Context: an optimization exercise on an open-source flow, tuned for small area, a short achievable clock period and few clock cycles. The choices shown serve that exercise and are no tape-out recipe.
The RTL was checked by simulation tests, not by an equivalence proof against the original design.
Power is estimated from default activity; no workload was simulated.

`flow/design.v`:
```
module framecore_rx (
    input  wire        clk,
    input  wire        rst,             
    input  wire        cfg_scheme,      
    input  wire [32:0] cfg_gen,
    input  wire [7:0]  cfg_tag_start,
    input  wire [7:0]  cfg_tag_stop,
    input  wire [7:0]  cfg_tag_esc,
    input  wire        in_valid,
    output wire        in_ready,
    input  wire [7:0]  in_data,
    output wire        out_valid,
    input  wire        out_ready,
    output wire        out_is_res,      
    output wire [7:0]  out_data,
    output wire [3:0]  out_result,
    output wire [31:0] out_rem,
    output wire [6:0]  out_len
);
    localparam MAXB = 68;               
    localparam R_FRAME = 4'd2;
    localparam R_EMPTY = 4'd3;
    localparam R_CDLM  = 4'd4;
    localparam R_ICF   = 4'd5;
    localparam R_OVER  = 4'd7;
    localparam S_SEEK    = 4'd0;    
    localparam S_SEEKESC = 4'd1;    
    localparam S_BODY    = 4'd2;    
    localparam S_BESC    = 4'd3;    
    localparam S_DIV     = 4'd4;    
    localparam S_CHECK   = 4'd5;    
    localparam S_EMIT    = 4'd6;    
    localparam S_RES     = 4'd7;    
    reg  [3:0]  state;
    reg  [7:0]  buf_mem [0:MAXB-1];
    reg  [6:0]  cnt;                
    reg  [6:0]  idx;                
    reg  [7:0]  cur;
    reg  [2:0]  bitn;
    reg  [32:0] rem;
    reg         par;
    reg  [3:0]  res;
    reg  [31:0] res_rem;
    reg  [6:0]  res_len;
    function [5:0] degree(input [32:0] g);
        integer i;
        begin
            degree = 6'd0;
            for (i = 0; i < 33; i = i + 1)
                if (g[i]) degree = i[5:0];
        end
    endfunction
    function [32:0] div_step(input [32:0] r, input b, input [32:0] g, input [5:0] d);
        reg [32:0] t;
        begin
            t = {r[31:0], b};
            if (t[d]) t = t ^ g;
            div_step = t;
        end
    endfunction
    wire [5:0] d        = degree(cfg_gen);
    wire [5:0] d_plus7  = d + 6'd7;
    wire [2:0] code_len = cfg_scheme ? 3'd1 : d_plus7[5:3];
    wire       bad      = cfg_scheme ? par : (rem != 33'd0);
    wire take = in_valid && in_ready;
    assign in_ready = (state == S_SEEK) || (state == S_SEEKESC) ||
                      (state == S_BODY) || (state == S_BESC);
    assign out_valid  = (state == S_EMIT) || (state == S_RES);
    assign out_is_res = (state == S_RES);
    assign out_data   = (state == S_EMIT) ? buf_mem[idx] : 8'd0;
    assign out_result = (state == S_RES) ? res : 4'd0;
    assign out_rem    = (state == S_RES) ? res_rem : 32'd0;
    assign out_len    = (state == S_RES) ? res_len : 7'd0;
    wire o_fire = out_valid && out_ready;
    task append(input [7:0] b);
        begin
            if (cnt == MAXB) begin
                res     <= R_OVER;
                res_rem <= 32'd0;
                res_len <= 7'd0;
                state   <= S_RES;
            end else begin
                buf_mem[cnt] <= b;
                cnt  <= cnt + 7'd1;
                cur  <= b;
                par  <= par ^ (^b);
                bitn <= 3'd0;
                state <= cfg_scheme ? S_BODY : S_DIV;
            end
        end
    endtask
    always @(posedge clk) begin
        if (rst) begin
            state   <= S_SEEK;
            cnt     <= 7'd0;
            idx     <= 7'd0;
            cur     <= 8'd0;
            bitn    <= 3'd0;
            rem     <= 33'd0;
            par     <= 1'b0;
            res     <= 4'd0;
            res_rem <= 32'd0;
            res_len <= 7'd0;
        end else begin
            case (state)
                S_SEEK: if (take) begin
                    if (in_data == cfg_tag_start) begin
                        cnt   <= 7'd0;
                        rem   <= 33'd0;
                        par   <= 1'b0;
                        state <= S_BODY;
                    end else if (in_data == cfg_tag_esc)
                        state <= S_SEEKESC;
                end
                S_SEEKESC: if (take) state <= S_SEEK;
                S_BODY: if (take) begin
                    if (in_data == cfg_tag_esc)
                        state <= S_BESC;
                    else if (in_data == cfg_tag_stop)
                        state <= S_CHECK;
                    else if (in_data == cfg_tag_start) begin
                        cnt <= 7'd0;
                        rem <= 33'd0;
                        par <= 1'b0;
                    end else
                        append(in_data);
                end
                S_BESC: if (take) append(in_data);
                S_DIV: begin
                    rem  <= div_step(rem, cur[3'd7 - bitn], cfg_gen, d);
                    bitn <= bitn + 3'd1;
                    if (bitn == 3'd7) state <= S_BODY;
                end
                S_CHECK: begin
                    idx     <= 7'd0;
                    res_len <= 7'd0;
                    res_rem <= cfg_scheme ? {31'd0, par} : rem[31:0];
                    if (cnt == 7'd0) begin
                        res   <= R_EMPTY;
                        state <= S_RES;
                    end else if (cnt < {4'd0, code_len}) begin
                        res   <= R_CDLM;
                        state <= S_RES;
                    end else if (bad) begin
                        res   <= R_ICF;
                        state <= S_RES;
                    end else begin
                        res     <= R_FRAME;
                        res_len <= cnt - {4'd0, code_len};
                        state   <= (cnt == {4'd0, code_len}) ? S_RES : S_EMIT;
                    end
                end
                S_EMIT: if (o_fire) begin
                    idx <= idx + 7'd1;
                    if (idx + 7'd1 == res_len) state <= S_RES;
                end
                S_RES: if (o_fire) state <= S_SEEK;
                default: state <= S_SEEK;
            endcase
        end
    end
endmodule
```
`flow/run.sh`:
```
#!/bin/bash
# synth_recipe.tcl (not shown) runs the flow's synth.tcl, then flattens the netlist and writes it again
# the make line also repeats each setting of config.mk as NAME=value (left out here)
make -C /OpenROAD-flow-scripts/flow DESIGN_CONFIG=/design/flow/config.mk WORK_HOME=/design/flow/orfs CLKGATE_MAP_FILE= SYNTH_SCRIPT=/design/flow/synth_recipe.tcl finish
```
`flow/config.mk`:
```
export PLATFORM = sky130hd
export DESIGN_NAME = framecore_rx
export DESIGN_NICKNAME = framecore_rx
export VERILOG_FILES = /design/flow/design.v
export SDC_FILE = /design/flow/constraint.sdc
export NUM_CORES = 4
export LEC_CHECK = 0
export CAP_MARGIN = 20
export CORE_MARGIN = 2
export CORE_UTILIZATION = 40
export SLEW_MARGIN = 20
```
`flow/constraint.sdc`:
```
create_clock -name core_clock -period 5.0 [get_ports {clk}]
set_input_delay 1.0000 -clock core_clock [delete_from_list [all_inputs] [get_ports {clk}]]
set_output_delay 1.0000 -clock core_clock [all_outputs]
set_load 0.01 [all_outputs]
```
==> results.ini <==
[finish]
drive_gt1_share_pct = 18.18
finalNetCount = 2053
synthToLayoutAreaGrowth_pct = 16.99
layout_common_cells = edfxtp_1 (544), nor2_1 (185), mux4_2 (179), clkdlybuf4s50_1 (113), dfxtp_1 (108)
final_common_cell = edfxtp_1
instances_no_fill = 2971

[power_and_ir_drop]
intPower_w = 0.008923
swShare_pct = 21.61
powerDensity_mw_per_mm2 = 346.3
p_switching_w = 0.002459
combPwrFrac_pct = 3.3
power.share.clock_pct = 44.6
vdd_drop_max_mv = 0.2335
leakagePower_nw = 10.05
seqPwrFrac_pct = 52.0

[clock_tree]
clockRootBuffer = clkbuf_16
cts_made_buffers = 70
clk_latency_ns = 0.62
cts_tree = yes
clk_pin_slew_worst_paths_ns = 0.06
cts.sinks = 655
clock_path_buffers = 3
h-tree-depth = 3
hold_buffers = 0

[placement]
numPortBuffers = 122
place.gp.congestion = 0.8781
place_inst = 2841
hpwlAfterDp_um = 47320

[logic_synthesis]
synth.distinct_cells = 64
ys_ff_latch = 655
netlist_instances = 1829
synth_xor_area_share_pct = 1.434
synthArstFlopShare_pct = 0
synth-edff-count = 544
synth-simple-area-share_pct = 9.339
yosys.area_share.adder_pct = 0.4275
avgSynthCellArea_um2 = 15.36
synth_area_leaders = edfxtp_1 (58%), mux4_2 (14%), dfxtp_1 (7.9%)
syn_nets = 1908
synthMuxAreaShare_pct = 15.21
synth_top_family_by_area = multiplexers
synth_compound_area_share_pct = 5.776
synth_ff_type = edfxtp_1
yosys.area.top_type = edfxtp_1
synth.yosys.warnings = 1
synth_top_area_share_pct = 58.14
ys_seq_area_share_pct = 66.05
netlist_area_mm2 = 0.02810

[route]
ant_nets = 0
drt_iter0_drc = 1739
drt-total-wl_um = 72940
wl_per_cell_um = 24.55
vias = 16830
drc = 0
viasPerCell = 5.664
dr.pass1.iters = 6

[setup_path]
crit_path_start_kind = flip-flop
critPathCaptureType = primary output
path_max_fanout = 25
rr_worst_depth = 5
worstPathArrival_ns = 3.81
reg2reg_slack_ns = 1.46
cp_data_required_time_ns = 4.00
setup.worst_path.class = reg2out

[sta]
min_period_ns = 4.805
rsz0062_at_grt = false
min_period_over_period_pct = 96.10
finalMaxSlewViolations = 0
tightest_slew_ns = 0.9239
setup_tns_ns = 0
clock_skew_ns = 0.02466
slew_headroom_pct = 38.18
max_freq_mhz = 208.1
finalSetupViolCount = 0
finalHoldViolCount = 0

[grt]
grtUsageMet1_pct = 28.16
grt_pass1_vias = 16540
globalRouteOverflowTotal = 0
grt_max_degree = 71
use_met2_pct = 32.97
gr-usage-all-layers_pct = 20.20
met3_usage_pct = 3.708
gr-max-usage-layer = met2
antenna_found_initial = 6
grt_pass1_wl_um = 108200

[flow_run]
drv_cap = 0

[hold_path]
hold_depth = 2
hp-class = reg2reg

[floorplan]
coreArea_mm2 = 0.06979
io_pins = 124
row_count = 97
die-area_mm2 = 0.07237
dieWidth_um = 269.0
die_h_um = 269.0
start_util_pct = 40.26

[outcome]
status = finished clean

cell usage after synthesis, types with 22 or more instances:
master	number
a21oi_1	95
a22oi_1	34
and2_1	50
clkbuf_1	88
dfxtp_1	111
edfxtp_1	544
mux2i_1	22
mux4_2	179
nand2_1	81
nand2b_1	34
nand3_1	75
nor2_1	187
nor2b_1	33
nor4_1	23
o211ai_1	36
o21ai_0	26
xor2_1	32
critical path: stages (launching register included):
cell	delay, ns
dfxtp_4	0.65
buf_4	0.39
mux4_2	0.39
mux4_2	0.50
mux4_2	0.48
mux2i_1	0.19
nor2_1	0.07
clkdlybuf4s50_1	0.49
flip-flops by register name, summed over array words and instances, names as in the netlist, named ones only:
name / cells
res: 3
idx: 7
bitn: 3
cnt: 7
res_len: 7
buf_mem: 544
state: 3
res_rem: 32
rem: 33
par: 1
cur: 8
cell families (layout without fill, tap and decap cells):
kind of cell	Yosys count	count (layout)
compound gates	248	248
xor+xnor	46	46
fa+ha+maj	9	9
buf+inv	127	328
flops	655	655
mux	203	203
other cells	1	2
simple gates	540	540
metal layers:
| metal | share of wire (%) | up-vias | wire, um |
|---|---|---|---|
| met5 | 0.037 | - | 27 |
| met4 | 2.2 | 4 | 1638 |
| met3 | 5.8 | 114 | 4248 |
| met2 | 49 | 569 | 35550 |
| met1 | 43 | 8677 | 31480 |
| li1 | - | 7463 | - |
per-stage QoR:
| step | hold WS (ns) | util, % | total power (W) | instance area (um2) | worst slack, ns |
|---|---|---|---|---|---|
| floorplan | 0.4268 | - | 0.006199 | 28100 | 0.7284 |
| global placement | 0.4698 | 43.84 | 0.006405 | 30590 | 0.1288 |
| detailed placement | 0.4638 | 43.88 | 0.006415 | 30620 | 0.1312 |
| CTS | 0.4784 | 47.07 | 0.01147 | 32850 | 0.1313 |
| global route | 0.5000 | 47.10 | 0.01170 | 32870 | 0.03275 |
| finish | 0.4773 | 47.10 | 0.01138 | 32870 | 0.1949 |
power by group through the flow:
| stage | logic [W] | clock network [W] | registers (W) |
|---|---|---|---|
| floorplan | 0.000169 | 0 | 0.00603 |
| finish | 0.000380 | 0.00508 | 0.00592 |
| detailed placement | 0.000378 | 0 | 0.00604 |
| global placement | 0.000369 | 0 | 0.00604 |
| CTS | 0.000381 | 0.00517 | 0.00592 |
| global route | 0.000412 | 0.00537 | 0.00592 |
path summary, 6_finish.rpt:
path	startpoint	end
hold reg to reg	res[0]$_SDFFE_PP0P_	res[0]$_SDFFE_PP0P_
setup reg to reg	state[1]$_SDFFE_PP0P_	buf_mem[56][4]$_DFFE_PP_
setup / recovery	flip-flop	out_data[5]
hold / removal	res[0]$_SDFFE_PP0P_	res[0]$_SDFFE_PP0P_
layout make-up:
type                            count  area, um2
Fill cell                        6008      36920
Sequential cell                   655      18570
Multi-Input combinational cell   1047       9080
Clock buffer                       82       1807
Timing Repair Buffer              184       1765
Tap cell                          940       1176
Clock inverter                     46      412.9
Inverter                           16      60.06
Antenna cell                        1      2.502
timing repair:
| item | CTS | global route |
|---|---|---|
| endpoints found under the setup margin | 2 | 0 |
| setup buffers | 0 | 0 |
| hold endpoints to repair | 0 | 0 |
| resized for setup | 1 | 0 |
Testbench counts, summed over its fixed seeds: cycles 47,903.

-- port drivers added, routing unchanged --
Ports are ideal in the flow. The routed layout listed here was re-timed in OpenROAD.
Step 1 (the two cells are an assumption about what drives the block):
set clk [get_ports {clk}]
set_driving_cell -lib_cell sky130_fd_sc_hd__clkbuf_16 $clk
set_driving_cell -lib_cell sky130_fd_sc_hd__buf_2 [delete_from_list [all_inputs] $clk]
Step 2, shift: input delay + t, output delay - t, t = (earliest + latest rising clock arrival at the registers) / 2. This alone moves slack from input paths to output paths.
Slacks: ideal / step 1 / step 2; pairs: ideal / step 1.
t (ns): 0.669
setup slack, ns: 0.195 / 0.131 / 0.121
worst setup path at the end: input to register
clock arrival spread, ns: 0.036 / 0.036
pins driven straight from the clock port: 1
After both steps this run still meets setup and hold. For this run, drivers alone change the setup slack by -0.064 ns; drivers and shift together by -0.074 ns.
